This is an optimization exercise on Yosys and OpenROAD, whose aim is small area, a short achievable clock period and few clock cycles per item, not a production implementation.
In this exercise RTL edits were held to simulation tests only and were not proved equivalent to the original.
Power figures rest on the tool's default switching activity, not on a simulated workload.

==> try-yarrow: inputs <==
// lzw_dec
module lzw_dec (
    input  wire       clk,
    input  wire       rst,
    input  wire       in_valid,
    input  wire [8:0] in_code,
    output wire       in_ready,
    output wire       out_valid,
    output wire [7:0] out_data,
    output wire       out_end,
    output wire       out_err,
    input  wire       out_ready
);
    localparam integer K  = 6;                  
    localparam integer CW = 3;                  
    reg [8:0] dpre [1:255];
    reg [7:0] dch  [1:255];
    reg       b_v;
    reg [8:0] b_c;
    assign in_ready = !b_v;
    wire take = in_valid && !b_v;
    localparam [1:0] H_EMPTY = 2'd0;            
    localparam [1:0] H_FRESH = 2'd1;            
    localparam [1:0] H_WALK  = 2'd2;            
    reg [1:0] hs;
    reg [8:0] node;
    reg [8:0] cur;                              
    reg [8:0] prev_code;
    reg [7:0] prev_first;
    reg       have_prev;
    reg       skip;                             
    reg [9:0] next_code;                        
    reg       cont;                             
    reg       inpass;                           
    reg [8:0] hl;                               
    reg [8:0] plen;                             
    localparam integer NS = 3;                  
    reg  [1:0]    wp, rp;
    wire [NS-1:0] full_v, last_v, end_v, err_v;
    wire [8*NS-1:0] top_v;
    wire fresh   = (hs == H_FRESH);
    wire walking = (hs == H_WALK);
    wire wfull   = full_v[wp];
    wire nx_full = next_code[9];
    wire cls_lit  = !node[8];
    wire cls_end  = (node == 9'd256);
    wire cls_dict = node[8] && (node[7:0] != 8'd0) &&
                    (nx_full || (node[7:0] < next_code[7:0]));
  ...
export LEC_CHECK = 0
export CAP_MARGIN = 20
export CORE_MARGIN = 2
export CORE_UTILIZATION = 45
export SLEW_MARGIN = 20
create_clock -name core_clock -period 15.0 [get_ports {clk}]
standard.sh (not shown) runs the stock make flow with config.mk's settings and CLKGATE_MAP_FILE= SYNTH_SCRIPT=/design/flow/synth_recipe.tcl, a recipe that flattens the netlist after the stock synthesis.
==> flow/flow/run.sh <==
#!/bin/bash
# The standard layout, with the timing repair steps aiming for a setup
# slack of MARGIN ns (the design's clock and constraints are unchanged).
set -euo pipefail
MARGIN=10.5
bash standard.sh synth > synth_make.log 2>&1
bash standard.sh SETUP_SLACK_MARGIN=$MARGIN finish > layout_make.log 2>&1
==> try-nickel: changes against try-yarrow <==
--- a/flow/design.v
+++ b/flow/design.v
@@ -43,22 +43,17 @@
     wire nx_full = next_code[9];
     wire cls_lit  = !node[8];
     wire cls_end  = (node == 9'd256);
     wire cls_dict = node[8] && (node[7:0] != 8'd0) &&
                     (nx_full || (node[7:0] < next_code[7:0]));
     wire cls_kwk  = node[8] && !nx_full && (node[7:0] == next_code[7:0]) && have_prev;
     wire cls_bad  = node[8] && !cls_end && !cls_dict && !cls_kwk;
-    reg        wv;
-    reg [7:0]  wa;
-    reg [8:0]  wd_pre;
-    reg [7:0]  wd_ch;
-    wire       byp     = wv && (node[7:0] == wa);
     wire       kwk_hop = fresh && cls_kwk;
-    wire [8:0] hp  = kwk_hop ? prev_code  : byp ? wd_pre : dpre[node[7:0]];
-    wire [7:0] hch = kwk_hop ? prev_first : byp ? wd_ch  : dch[node[7:0]];
+    wire [8:0] hp  = kwk_hop ? prev_code  : dpre[node[7:0]];
+    wire [7:0] hch = kwk_hop ? prev_first : dch[node[7:0]];
     wire       at_root = !hp[8];
     wire go_fresh = fresh && !skip && !wfull;
     wire f_end    = go_fresh && (cls_end || cls_bad);
     wire f_lit    = go_fresh && cls_lit;
     wire f_hop    = go_fresh && (cls_dict || cls_kwk);
     wire w_hop    = walking && (inpass || !wfull);
     wire hop      = f_hop || w_hop;
@@ -70,25 +65,18 @@
     wire       long1  = (len1 > K);
     wire       more   = (plen > K);
     wire [8:0] cc     = fresh ? node : cur;
     wire adv = (hs == H_EMPTY) || (fresh && skip) || f_lit || f_end ||
                (p1_done && !long1) || (c_done && !more);
     wire [7:0] root = cls_lit ? node[7:0] : hp[7:0];
     always @(posedge clk) begin
-        if (wv) begin
-            dpre[wa] <= wd_pre;
-            dch[wa]  <= wd_ch;
-        end
-    end
-    always @(posedge clk) begin
-        if (rst) wv <= 1'b0;
-        else     wv <= !nx_full;
-        wa     <= next_code[7:0];
-        wd_pre <= prev_code;
-        wd_ch  <= root;
+        if (!nx_full) begin
+            dpre[next_code[7:0]] <= prev_code;
+            dch[next_code[7:0]]  <= root;
+        end
     end
     reg       o_v, o_e, o_r, s_v, s_e, s_r;
     reg [7:0] o_d, s_d;
     assign out_valid = o_v;
     assign out_data  = o_d;
     assign out_end   = o_e;
     assign out_err   = o_r;
==> flow/flow/run.sh (replaced) <==
#!/bin/bash
# The standard layout, with the timing repair steps aiming for a setup
# slack of MARGIN ns (the design's clock and constraints are unchanged).
set -euo pipefail
MARGIN=10
bash standard.sh synth > synth_make.log 2>&1
bash standard.sh SETUP_SLACK_MARGIN=$MARGIN finish > layout_make.log 2>&1
==> flow/config.mk (replaced) <==
export PLATFORM = sky130hd
export DESIGN_NAME = lzw_dec
export DESIGN_NICKNAME = lzw_dec
export VERILOG_FILES = /design/flow/design.v
export SDC_FILE = /design/flow/constraint.sdc
export NUM_CORES = 4
export LEC_CHECK = 0
export CAP_MARGIN = 20
export CORE_MARGIN = 2
export CORE_UTILIZATION = 30
export SLEW_MARGIN = 20
==> try-umber: changes against try-yarrow <==
--- a/flow/design.v
+++ b/flow/design.v
@@ -12,16 +12,17 @@
 );
     localparam integer K  = 6;                  
     localparam integer CW = 3;                  
     reg [8:0] dpre [1:255];
     reg [7:0] dch  [1:255];
     reg       b_v;
     reg [8:0] b_c;
-    assign in_ready = !b_v;
-    wire take = in_valid && !b_v;
+    reg       b_free;                           
+    assign in_ready = b_free;
+    wire take = in_valid && b_free;
     localparam [1:0] H_EMPTY = 2'd0;            
     localparam [1:0] H_FRESH = 2'd1;            
     localparam [1:0] H_WALK  = 2'd2;            
     reg [1:0] hs;
     reg [8:0] node;
     reg [8:0] cur;                              
     reg [8:0] prev_code;
@@ -112,34 +113,34 @@
                 .pop(pop && rp == gi),
                 .full(full_v[gi]), .last(last_v[gi]), .t_end(end_v[gi]), .t_err(err_v[gi]),
                 .top(top_v[8*gi +: 8]));
         end
     endgenerate
     always @(posedge clk) begin
         if (rst) begin
-            b_v <= 1'b0; b_c <= 9'd0;
+            b_v <= 1'b0; b_free <= 1'b1; b_c <= 9'd0;
             hs <= H_EMPTY; node <= 9'd0; cur <= 9'd0;
             prev_code <= 9'd0; prev_first <= 8'd0; have_prev <= 1'b0;
             skip <= 1'b0; next_code <= 10'd257;
             cont <= 1'b0; inpass <= 1'b0; hl <= 9'd0; plen <= 9'd0;
             wp <= 2'd0; rp <= 2'd0;
             o_v <= 1'b0; o_e <= 1'b0; o_r <= 1'b0; o_d <= 8'd0;
             s_v <= 1'b0; s_e <= 1'b0; s_r <= 1'b0; s_d <= 8'd0;
         end else begin
             if (adv) begin
                 if (b_v) begin
-                    node <= b_c; hs <= H_FRESH; b_v <= 1'b0;
+                    node <= b_c; hs <= H_FRESH; b_v <= 1'b0; b_free <= 1'b1;
                 end else if (take) begin
                     node <= in_code; hs <= H_FRESH;
                 end else begin
                     hs <= H_EMPTY;
                 end
             end else begin
                 if (take) begin
-                    b_c <= in_code; b_v <= 1'b1;
+                    b_c <= in_code; b_v <= 1'b1; b_free <= 1'b0;
                 end
                 if (p1_done || c_done) begin
                     node <= cc; hs <= H_WALK;
                 end else if (hop) begin
                     node <= hp; hs <= H_WALK;
                 end
             end
==> flow/config.mk (replaced) <==
export PLATFORM = sky130hd
export DESIGN_NAME = lzw_dec
export DESIGN_NICKNAME = lzw_dec
export VERILOG_FILES = /design/flow/design.v
export SDC_FILE = /design/flow/constraint.sdc
export NUM_CORES = 4
export LEC_CHECK = 0
export CAP_MARGIN = 20
export CORE_MARGIN = 2
export CORE_UTILIZATION = 50
export CTS_CLUSTER_DIAMETER = 120
export CTS_CLUSTER_SIZE = 25
export SLEW_MARGIN = 20
==> try-onyx: changes against try-yarrow <==
--- a/flow/design.v
+++ b/flow/design.v
@@ -43,22 +43,17 @@
     wire nx_full = next_code[9];
     wire cls_lit  = !node[8];
     wire cls_end  = (node == 9'd256);
     wire cls_dict = node[8] && (node[7:0] != 8'd0) &&
                     (nx_full || (node[7:0] < next_code[7:0]));
     wire cls_kwk  = node[8] && !nx_full && (node[7:0] == next_code[7:0]) && have_prev;
     wire cls_bad  = node[8] && !cls_end && !cls_dict && !cls_kwk;
-    reg        wv;
-    reg [7:0]  wa;
-    reg [8:0]  wd_pre;
-    reg [7:0]  wd_ch;
-    wire       byp     = wv && (node[7:0] == wa);
     wire       kwk_hop = fresh && cls_kwk;
-    wire [8:0] hp  = kwk_hop ? prev_code  : byp ? wd_pre : dpre[node[7:0]];
-    wire [7:0] hch = kwk_hop ? prev_first : byp ? wd_ch  : dch[node[7:0]];
+    wire [8:0] hp  = kwk_hop ? prev_code  : dpre[node[7:0]];
+    wire [7:0] hch = kwk_hop ? prev_first : dch[node[7:0]];
     wire       at_root = !hp[8];
     wire go_fresh = fresh && !skip && !wfull;
     wire f_end    = go_fresh && (cls_end || cls_bad);
     wire f_lit    = go_fresh && cls_lit;
     wire f_hop    = go_fresh && (cls_dict || cls_kwk);
     wire w_hop    = walking && (inpass || !wfull);
     wire hop      = f_hop || w_hop;
@@ -70,25 +65,18 @@
     wire       long1  = (len1 > K);
     wire       more   = (plen > K);
     wire [8:0] cc     = fresh ? node : cur;
     wire adv = (hs == H_EMPTY) || (fresh && skip) || f_lit || f_end ||
                (p1_done && !long1) || (c_done && !more);
     wire [7:0] root = cls_lit ? node[7:0] : hp[7:0];
     always @(posedge clk) begin
-        if (wv) begin
-            dpre[wa] <= wd_pre;
-            dch[wa]  <= wd_ch;
-        end
-    end
-    always @(posedge clk) begin
-        if (rst) wv <= 1'b0;
-        else     wv <= !nx_full;
-        wa     <= next_code[7:0];
-        wd_pre <= prev_code;
-        wd_ch  <= root;
+        if (!nx_full) begin
+            dpre[next_code[7:0]] <= prev_code;
+            dch[next_code[7:0]]  <= root;
+        end
     end
     reg       o_v, o_e, o_r, s_v, s_e, s_r;
     reg [7:0] o_d, s_d;
     assign out_valid = o_v;
     assign out_data  = o_d;
     assign out_end   = o_e;
     assign out_err   = o_r;
==> flow/flow/run.sh (replaced) <==
#!/bin/bash
# The standard layout, with the timing repair steps aiming for a setup
# slack of MARGIN ns (the design's clock and constraints are unchanged).
set -euo pipefail
MARGIN=10
bash standard.sh synth > synth_make.log 2>&1
bash standard.sh SETUP_SLACK_MARGIN=$MARGIN finish > layout_make.log 2>&1
==> flow/config.mk (replaced) <==
export PLATFORM = sky130hd
export DESIGN_NAME = lzw_dec
export DESIGN_NICKNAME = lzw_dec
export VERILOG_FILES = /design/flow/design.v
export SDC_FILE = /design/flow/constraint.sdc
export NUM_CORES = 4
export LEC_CHECK = 0
export ABC_CLOCK_PERIOD_IN_PS = 4500
export CAP_MARGIN = 20
export CORE_MARGIN = 2
export CORE_UTILIZATION = 45
export SLEW_MARGIN = 20
==> notes.md <==
quantity                                                          try-yarrow        try-onyx      try-nickel       try-umber
Outcome                                                       finished clean  finished clean  finished clean  finished clean
Flop-to-flop setup slack                                            10.44 ns         9.92 ns         9.83 ns        10.38 ns
Iteration count of the initial detailed-routing pass                       6               7               7               8
Buffers excl. clock                                                      667             548             527             579
Data arrival, critical path                                          5.42 ns         5.71 ns         5.74 ns         5.51 ns
Area fraction in and, or, nand and nor cells after synthesis          2.627%          2.384%          2.384%          2.712%
Cell Area, Synth                                                  0.1815 mm²      0.1811 mm²      0.1811 mm²      0.1819 mm²
Filler cell count                                                     30,960          30,680          55,120          27,080
Crit path setup slack, layout                                       10.44 ns        9.917 ns        9.828 ns        10.38 ns
Cell Count Post-Placement                                             13,820          13,680          16,430          13,390
Actual slew at the worst max-slew pin                               1.208 ns        1.251 ns        1.154 ns        1.216 ns
Power consumed by sequential cells                                   15.2 mW         17.1 mW         17.1 mW         14.8 mW
Multi-input logic cell count                                           3,429           3,326           3,313           3,482
Critical path's slowest cell                                          mux4_2        a222oi_1          mux4_2        a211oi_4
Initial cell density of the core                                      45.12%          45.28%          30.09%          50.23%
Placer congestion estimate                                            0.9080          0.8426          0.8412          0.8903
Hold-critical path depth                                                   0               2               2               0
GRT Util Overall                                                      25.66%          24.47%          16.03%          28.03%
Testbench counts of try-yarrow, summed over its fixed seeds: cycles 61,994, items 61,365.
Testbench counts of try-nickel, summed over its fixed seeds: cycles 61,994, items 61,365.
Testbench counts of try-umber, summed over its fixed seeds: cycles 61,994, items 61,365.
Testbench counts of try-onyx, summed over its fixed seeds: cycles 61,994, items 61,365.

---

==> run a: inputs <==
==> flow/design.v <==
module lzw_dec (
    input  wire       clk,
    input  wire       rst,
    input  wire       in_valid,
    input  wire [8:0] in_code,
    output wire       in_ready,
    output wire       out_valid,
    output wire [7:0] out_data,
    output wire       out_end,
    output wire       out_err,
    input  wire       out_ready
);
    localparam integer K  = 5;                  
    localparam integer CW = 3;                  
    reg [8:0] dpre [1:255];
    reg [7:0] dch  [1:255];
    reg       b_v;
    reg [8:0] b_c;
    reg       b_free;                           
    assign in_ready = b_free;
    wire take = in_valid && b_free;
    localparam [1:0] H_EMPTY = 2'd0;            
    localparam [1:0] H_FRESH = 2'd1;            
    localparam [1:0] H_WALK  = 2'd2;            
    reg [1:0] hs;
    reg [8:0] node;
    reg [8:0] node_n;                           
    reg [8:0] cur;                              
    reg [8:0] prev_code;
    reg [7:0] prev_first;
    reg       have_prev;
    reg       skip;                             
    reg [9:0] next_code;                        
    reg       cont;                             
    reg       inpass;                           
    reg [8:0] hl;                               
    reg [8:0] plen;                             
    localparam integer NS = 3;                  
    reg  [1:0]    wp, rp;
    wire [NS-1:0] full_v, last_v, end_v, err_v;
    wire [8*NS-1:0] top_v;
    wire fresh   = (hs == H_FRESH);
    wire walking = (hs == H_WALK);
    wire wfull   = full_v[wp];
    wire nx_full = next_code[9];
    wire cls_lit  = !node[8];
    wire cls_end  = (node == 9'd256);
    wire cls_dict = node[8] && (node[7:0] != 8'd0) &&
                    (nx_full || (node[7:0] < next_code[7:0]));
    wire cls_kwk  = node[8] && !nx_full && (node[7:0] == next_code[7:0]) && have_prev;
    wire cls_bad  = node[8] && !cls_end && !cls_dict && !cls_kwk;
    reg        wv;
    reg [7:0]  wa;
    reg [8:0]  wd_pre;
    reg [7:0]  wd_ch;
    reg        byp;
    wire       kwk_hop = fresh && cls_kwk;
    wire [8:0] hp  = kwk_hop ? prev_code  : byp ? wd_pre : dpre[node[7:0]];
    wire [7:0] hch = kwk_hop ? prev_first : byp ? wd_ch  : dch[~node_n[7:0]];
    wire       at_root = !hp[8];
    wire go_fresh = fresh && !skip && !wfull;
    wire f_end    = go_fresh && (cls_end || cls_bad);
    wire f_lit    = go_fresh && cls_lit;
    wire f_hop    = go_fresh && (cls_dict || cls_kwk);
    wire w_hop    = walking && (inpass || !wfull);
    wire hop      = f_hop || w_hop;
    wire p1_done  = hop && !cont && at_root;
    wire c_done   = hop && cont && (hl == 9'd1);
    wire pass_done = p1_done || c_done || f_lit || f_end;
    wire [8:0] hops1  = fresh ? 9'd0 : hl;      
    wire [8:0] len1   = hops1 + 9'd2;           
    wire       long1  = (len1 > K + 1);
    wire       more   = (plen > K);
    wire [8:0] cc     = fresh ? node : cur;
    wire adv = (hs == H_EMPTY) || (fresh && skip) || f_lit || f_end ||
               (p1_done && !long1) || (c_done && !more);
    wire [7:0] root = cls_lit ? node[7:0] : hp[7:0];
    reg [8:0] node_d;
    always @* begin
        node_d = node;
        if (adv) begin
            if (b_v)       node_d = b_c;
            else if (take) node_d = in_code;
        end else if (p1_done || c_done) begin
            node_d = cc;
        end else if (hop) begin
            node_d = hp;
        end
    end
    always @(posedge clk) begin
        if (wv) begin
            dpre[wa] <= wd_pre;
            dch[wa]  <= wd_ch;
        end
    end
    always @(posedge clk) begin
        if (rst) wv <= 1'b0;
        else     wv <= !nx_full;
        wa     <= next_code[7:0];
        wd_pre <= prev_code;
        wd_ch  <= root;
    end
    wire eq_b    = (b_c[7:0]     == next_code[7:0]);
    wire eq_in   = (in_code[7:0] == next_code[7:0]);
    wire eq_cc   = (cc[7:0]      == next_code[7:0]);
    wire eq_node = (node[7:0]    == next_code[7:0]);
    always @(posedge clk) begin
        if (rst || nx_full)
            byp <= 1'b0;
        else if (adv)
            byp <= b_v ? eq_b : eq_in;
        else if (p1_done || c_done)
            byp <= eq_cc;
        else if (hop)
            byp <= 1'b0;
        else
            byp <= eq_node;
    end
    reg       o_v, o_e, o_r, s_v, s_e, s_r;
    reg [7:0] o_d, s_d;
    assign out_valid = o_v;
    assign out_data  = o_d;
    assign out_end   = o_e;
    assign out_err   = o_r;
    wire       rfull  = full_v[rp];
    wire       t_end  = end_v[rp];
    wire       t_err  = err_v[rp];
    wire [7:0] t_dat  = top_v[8*rp +: 8];
    wire       pop    = rfull && !s_v;
    wire       pop_last = pop && last_v[rp];
    wire set_head = f_lit || f_end || (hop && !cont);
    wire start_ok = fresh && !skip;
    genvar gi;
    generate
        for (gi = 0; gi < NS; gi = gi + 1) begin : g_slot
            lzw_slot #(.K(K), .CW(CW)) u_slot (
                .clk(clk), .rst(rst),
                .sel(wp == gi), .push(hop), .hch(hch),
                .set_head(set_head), .hd(root),
                .s_end(start_ok && (cls_end || cls_bad)), .s_err(cls_bad),
                .fin(pass_done && wp == gi),
                .pop(pop && rp == gi),
                .full(full_v[gi]), .last(last_v[gi]), .t_end(end_v[gi]), .t_err(err_v[gi]),
                .top(top_v[8*gi +: 8]));
        end
    endgenerate
    always @(posedge clk) begin
        if (rst) begin
            b_v <= 1'b0; b_free <= 1'b1; b_c <= 9'd0;
            hs <= H_EMPTY; node <= 9'd0; node_n <= 9'h1ff; cur <= 9'd0;
            prev_code <= 9'd0; prev_first <= 8'd0; have_prev <= 1'b0;
            skip <= 1'b0; next_code <= 10'd257;
            cont <= 1'b0; inpass <= 1'b0; hl <= 9'd0; plen <= 9'd0;
            wp <= 2'd0; rp <= 2'd0;
            o_v <= 1'b0; o_e <= 1'b0; o_r <= 1'b0; o_d <= 8'd0;
            s_v <= 1'b0; s_e <= 1'b0; s_r <= 1'b0; s_d <= 8'd0;
        end else begin
            node   <= node_d;
            node_n <= ~node_d;
            if (adv) begin
                if (b_v) begin
                    hs <= H_FRESH; b_v <= 1'b0; b_free <= 1'b1;
                end else if (take) begin
                    hs <= H_FRESH;
                end else begin
                    hs <= H_EMPTY;
                end
            end else begin
                if (take) begin
                    b_c <= in_code; b_v <= 1'b1; b_free <= 1'b0;
                end
                if (p1_done || c_done || hop) hs <= H_WALK;
            end
            if (fresh && skip && cls_end) skip <= 1'b0;
            if (f_hop) cur <= node;
            if (hop) inpass <= !pass_done;
            if (f_hop && !p1_done) begin
                hl <= 9'd1; cont <= 1'b0;
            end else if (w_hop && !cont && !p1_done) begin
                hl <= hl + 9'd1;
            end else if (p1_done && long1) begin
                cont <= 1'b1; plen <= len1 - (K + 1); hl <= len1 - (K + 1);
            end else if (c_done) begin
                if (more) begin
                    plen <= plen - K; hl <= plen - K;
                end else begin
                    cont <= 1'b0;
                end
            end else if (hop && cont) begin
                hl <= hl - 9'd1;
            end
            if (f_end) begin
                next_code <= 10'd257; have_prev <= 1'b0;
                if (cls_bad) skip <= 1'b1;
            end
            if (set_head) prev_first <= root;
            if (f_lit || p1_done) begin
                prev_code  <= cc;
                have_prev  <= 1'b1;
                if (have_prev && !nx_full) next_code <= next_code + 10'd1;
            end
            if (pass_done) wp <= (wp == NS - 1) ? 2'd0 : wp + 2'd1;
            if (pop_last)  rp <= (rp == NS - 1) ? 2'd0 : rp + 2'd1;
            if (o_v && !out_ready) begin
                if (pop) begin
                    s_v <= 1'b1; s_d <= t_dat; s_e <= t_end; s_r <= t_err;
                end
            end else begin
                if (s_v) begin
                    o_v <= 1'b1; o_d <= s_d; o_e <= s_e; o_r <= s_r; s_v <= 1'b0;
                end else if (pop) begin
                    o_v <= 1'b1; o_d <= t_dat; o_e <= t_end; o_r <= t_err;
                end else begin
                    o_v <= 1'b0;
                end
            end
        end
    end
endmodule
module lzw_slot #(
    parameter integer K  = 5,
    parameter integer CW = 3
) (
    input  wire       clk,
    input  wire       rst,
    input  wire       sel,                      
    input  wire       push,                     
    input  wire [7:0] hch,
    input  wire       set_head,                 
    input  wire [7:0] hd,
    input  wire       s_end,                    
    input  wire       s_err,
    input  wire       fin,                      
    input  wire       pop,
    output reg        full,
    output wire       last,
    output reg        t_end,
    output reg        t_err,
    output wire [7:0] top
);
    reg [8*K-1:0] st;
    reg [CW-1:0]  cnt;
    reg [7:0]     head;
    reg           has_head;
    assign top  = has_head ? head : st[7:0];
    assign last = has_head ? (cnt == 0) : (cnt == 1);
    wire [CW:0] c1 = cnt + 1'b1;
    wire        wr = sel && !full;
    always @(posedge clk) begin
        if (wr && push)              st <= {st[8*K-9:0], hch};
        else if (pop && !has_head)   st <= {8'd0, st[8*K-1:8]};
        if (wr && set_head)          head <= hd;
        if (wr) begin
            t_end <= s_end; t_err <= s_err;
        end
    end
    always @(posedge clk) begin
        if (rst) begin
            full <= 1'b0; cnt <= 0; has_head <= 1'b0;
        end else begin
            if (wr && fin) full <= 1'b1;
            if (wr && set_head) has_head <= 1'b1;
            if (wr && push) cnt <= (c1 > K) ? K[CW-1:0] : c1[CW-1:0];
            if (pop) begin
                if (has_head) has_head <= 1'b0;
                else          cnt <= cnt - 1'b1;
                if (last)     full <= 1'b0;
            end
        end
    end
endmodule
==> flow/flow/run.sh <==
#!/bin/bash
# The standard layout, with the timing repair steps aiming for a setup
# slack of MARGIN ns (the design's clock and constraints are unchanged).
set -euo pipefail
MARGIN=10.55
bash standard.sh synth > synth_make.log 2>&1
bash standard.sh SETUP_SLACK_MARGIN=$MARGIN finish > layout_make.log 2>&1
==> flow/standard.sh <==
#!/bin/bash
# synth_recipe.tcl (not shown) runs the flow's synth.tcl, then flattens the netlist and writes it again
# the make line also repeats each setting of config.mk as NAME=value (left out here)
make -C /OpenROAD-flow-scripts/flow DESIGN_CONFIG=/design/flow/config.mk WORK_HOME=/design/flow/orfs CLKGATE_MAP_FILE= SYNTH_SCRIPT=/design/flow/synth_recipe.tcl "${@:-finish}"
==> flow/config.mk <==
export PLATFORM = sky130hd
export DESIGN_NAME = lzw_dec
export DESIGN_NICKNAME = lzw_dec
export VERILOG_FILES = /design/flow/design.v
export SDC_FILE = /design/flow/constraint.sdc
export NUM_CORES = 4
export LEC_CHECK = 0
export CAP_MARGIN = 10
export CORE_MARGIN = 2
export CORE_UTILIZATION = 50
export CTS_CLUSTER_DIAMETER = 110
export CTS_CLUSTER_SIZE = 22
export SLEW_MARGIN = 10
==> flow/constraint.sdc <==
create_clock -name core_clock -period 15.0 [get_ports {clk}]
set_input_delay 3.0000 -clock core_clock [delete_from_list [all_inputs] [get_ports {clk}]]
set_output_delay 3.0000 -clock core_clock [all_outputs]
set_load 0.01 [all_outputs]
==> run b: changes against run a <==
--- a/flow/design.v
+++ b/flow/design.v
@@ -25,5 +25,4 @@
     reg [1:0] hs;
     reg [8:0] node;
-    reg [8:0] node_n;                           
     reg [8:0] cur;                              
     reg [8:0] prev_code;
@@ -54,8 +53,8 @@
     reg [8:0]  wd_pre;
     reg [7:0]  wd_ch;
-    reg        byp;
+    wire       byp     = wv && (node[7:0] == wa);
     wire       kwk_hop = fresh && cls_kwk;
     wire [8:0] hp  = kwk_hop ? prev_code  : byp ? wd_pre : dpre[node[7:0]];
-    wire [7:0] hch = kwk_hop ? prev_first : byp ? wd_ch  : dch[~node_n[7:0]];
+    wire [7:0] hch = kwk_hop ? prev_first : byp ? wd_ch  : dch[node[7:0]];
     wire       at_root = !hp[8];
     wire go_fresh = fresh && !skip && !wfull;
@@ -76,16 +75,4 @@
                (p1_done && !long1) || (c_done && !more);
     wire [7:0] root = cls_lit ? node[7:0] : hp[7:0];
-    reg [8:0] node_d;
-    always @* begin
-        node_d = node;
-        if (adv) begin
-            if (b_v)       node_d = b_c;
-            else if (take) node_d = in_code;
-        end else if (p1_done || c_done) begin
-            node_d = cc;
-        end else if (hop) begin
-            node_d = hp;
-        end
-    end
     always @(posedge clk) begin
         if (wv) begin
@@ -100,20 +87,4 @@
         wd_pre <= prev_code;
         wd_ch  <= root;
-    end
-    wire eq_b    = (b_c[7:0]     == next_code[7:0]);
-    wire eq_in   = (in_code[7:0] == next_code[7:0]);
-    wire eq_cc   = (cc[7:0]      == next_code[7:0]);
-    wire eq_node = (node[7:0]    == next_code[7:0]);
-    always @(posedge clk) begin
-        if (rst || nx_full)
-            byp <= 1'b0;
-        else if (adv)
-            byp <= b_v ? eq_b : eq_in;
-        else if (p1_done || c_done)
-            byp <= eq_cc;
-        else if (hop)
-            byp <= 1'b0;
-        else
-            byp <= eq_node;
     end
     reg       o_v, o_e, o_r, s_v, s_e, s_r;
@@ -148,5 +119,5 @@
         if (rst) begin
             b_v <= 1'b0; b_free <= 1'b1; b_c <= 9'd0;
-            hs <= H_EMPTY; node <= 9'd0; node_n <= 9'h1ff; cur <= 9'd0;
+            hs <= H_EMPTY; node <= 9'd0; cur <= 9'd0;
             prev_code <= 9'd0; prev_first <= 8'd0; have_prev <= 1'b0;
             skip <= 1'b0; next_code <= 10'd257;
@@ -156,11 +127,9 @@
             s_v <= 1'b0; s_e <= 1'b0; s_r <= 1'b0; s_d <= 8'd0;
         end else begin
-            node   <= node_d;
-            node_n <= ~node_d;
             if (adv) begin
                 if (b_v) begin
-                    hs <= H_FRESH; b_v <= 1'b0; b_free <= 1'b1;
+                    node <= b_c; hs <= H_FRESH; b_v <= 1'b0; b_free <= 1'b1;
                 end else if (take) begin
-                    hs <= H_FRESH;
+                    node <= in_code; hs <= H_FRESH;
                 end else begin
                     hs <= H_EMPTY;
@@ -170,5 +139,9 @@
                     b_c <= in_code; b_v <= 1'b1; b_free <= 1'b0;
                 end
-                if (p1_done || c_done || hop) hs <= H_WALK;
+                if (p1_done || c_done) begin
+                    node <= cc; hs <= H_WALK;
+                end else if (hop) begin
+                    node <= hp; hs <= H_WALK;
+                end
             end
             if (fresh && skip && cls_end) skip <= 1'b0;
--- a/flow/config.mk
+++ b/flow/config.mk
@@ -9,5 +9,5 @@
 export CORE_MARGIN = 2
 export CORE_UTILIZATION = 50
-export CTS_CLUSTER_DIAMETER = 110
-export CTS_CLUSTER_SIZE = 22
+export CTS_CLUSTER_DIAMETER = 120
+export CTS_CLUSTER_SIZE = 25
 export SLEW_MARGIN = 10
==> comparison <==
- Of run b and run a, run b has the higher via count (gap about 0.33%, measured against run a).
- In run a the clock skew is higher than in run b, by 22 ps.
- Against run a, the synthesized cell count of run b is larger by about 0.7%.
- Total power: run a is higher than run b (about 2.5%).
- Worst setup slack: run a is worse than run b (49 ps).
- Of run b and run a, run a has the higher core utilization (gap 0.21 points).
- Clock power: run b is lower than run a (about 3.4%).
- Of run b and run a, run b has the higher combinational power (gap 4.4%, measured against run a).
Testbench counts of run a, summed over its fixed seeds: cycles 61,994, items 61,365.
Testbench counts of run b, summed over its fixed seeds: cycles 61,994, items 61,365.

==> what the ideal ports hide <==
In the flow no input, the clock included, has a driving cell. The finished layouts below were timed again as built, in two steps.
Step 1 (the two cells are an assumption about what drives the block):
set clk [get_ports {clk}]
set_driving_cell -lib_cell sky130_fd_sc_hd__clkbuf_16 $clk
set_driving_cell -lib_cell sky130_fd_sc_hd__buf_2 [delete_from_list [all_inputs] $clk]
Step 2 adds t to the input delays and takes it off the output delays; t is the mean of the earliest and latest rising clock arrival at the registers after step 1. Input paths then give back, and output paths get back, about the clock's delay inside the block.
a / b / c = no drivers / after step 1 / after step 2; a / b = the first two.
run | t, ns | slack for setup (ns) | worst hold slack (ns)
try-yarrow | 1.109 | 10.437 / 10.380 / 10.158 | 0.364 / 0.364 / 0.364
try-nickel | 1.117 | 9.828 / 9.828 / 9.672 | 0.467 / 0.467 / 0.467
try-umber | 1.061 | 10.379 / 10.379 / 9.797 | 0.359 / 0.359 / 0.359
try-onyx | 1.079 | 9.917 / 9.917 / 9.888 | 0.455 / 0.455 / 0.455
run a | 1.078 | 10.437 / 10.402 / 9.790 | 0.335 / 0.335 / 0.335
run b | 1.076 | 10.486 / 10.403 / 9.728 | 0.370 / 0.370 / 0.370
After both steps every run listed still meets setup and hold. For run b, which loses most, drivers alone change the setup slack by -0.083 ns; drivers and shift together by -0.758 ns.
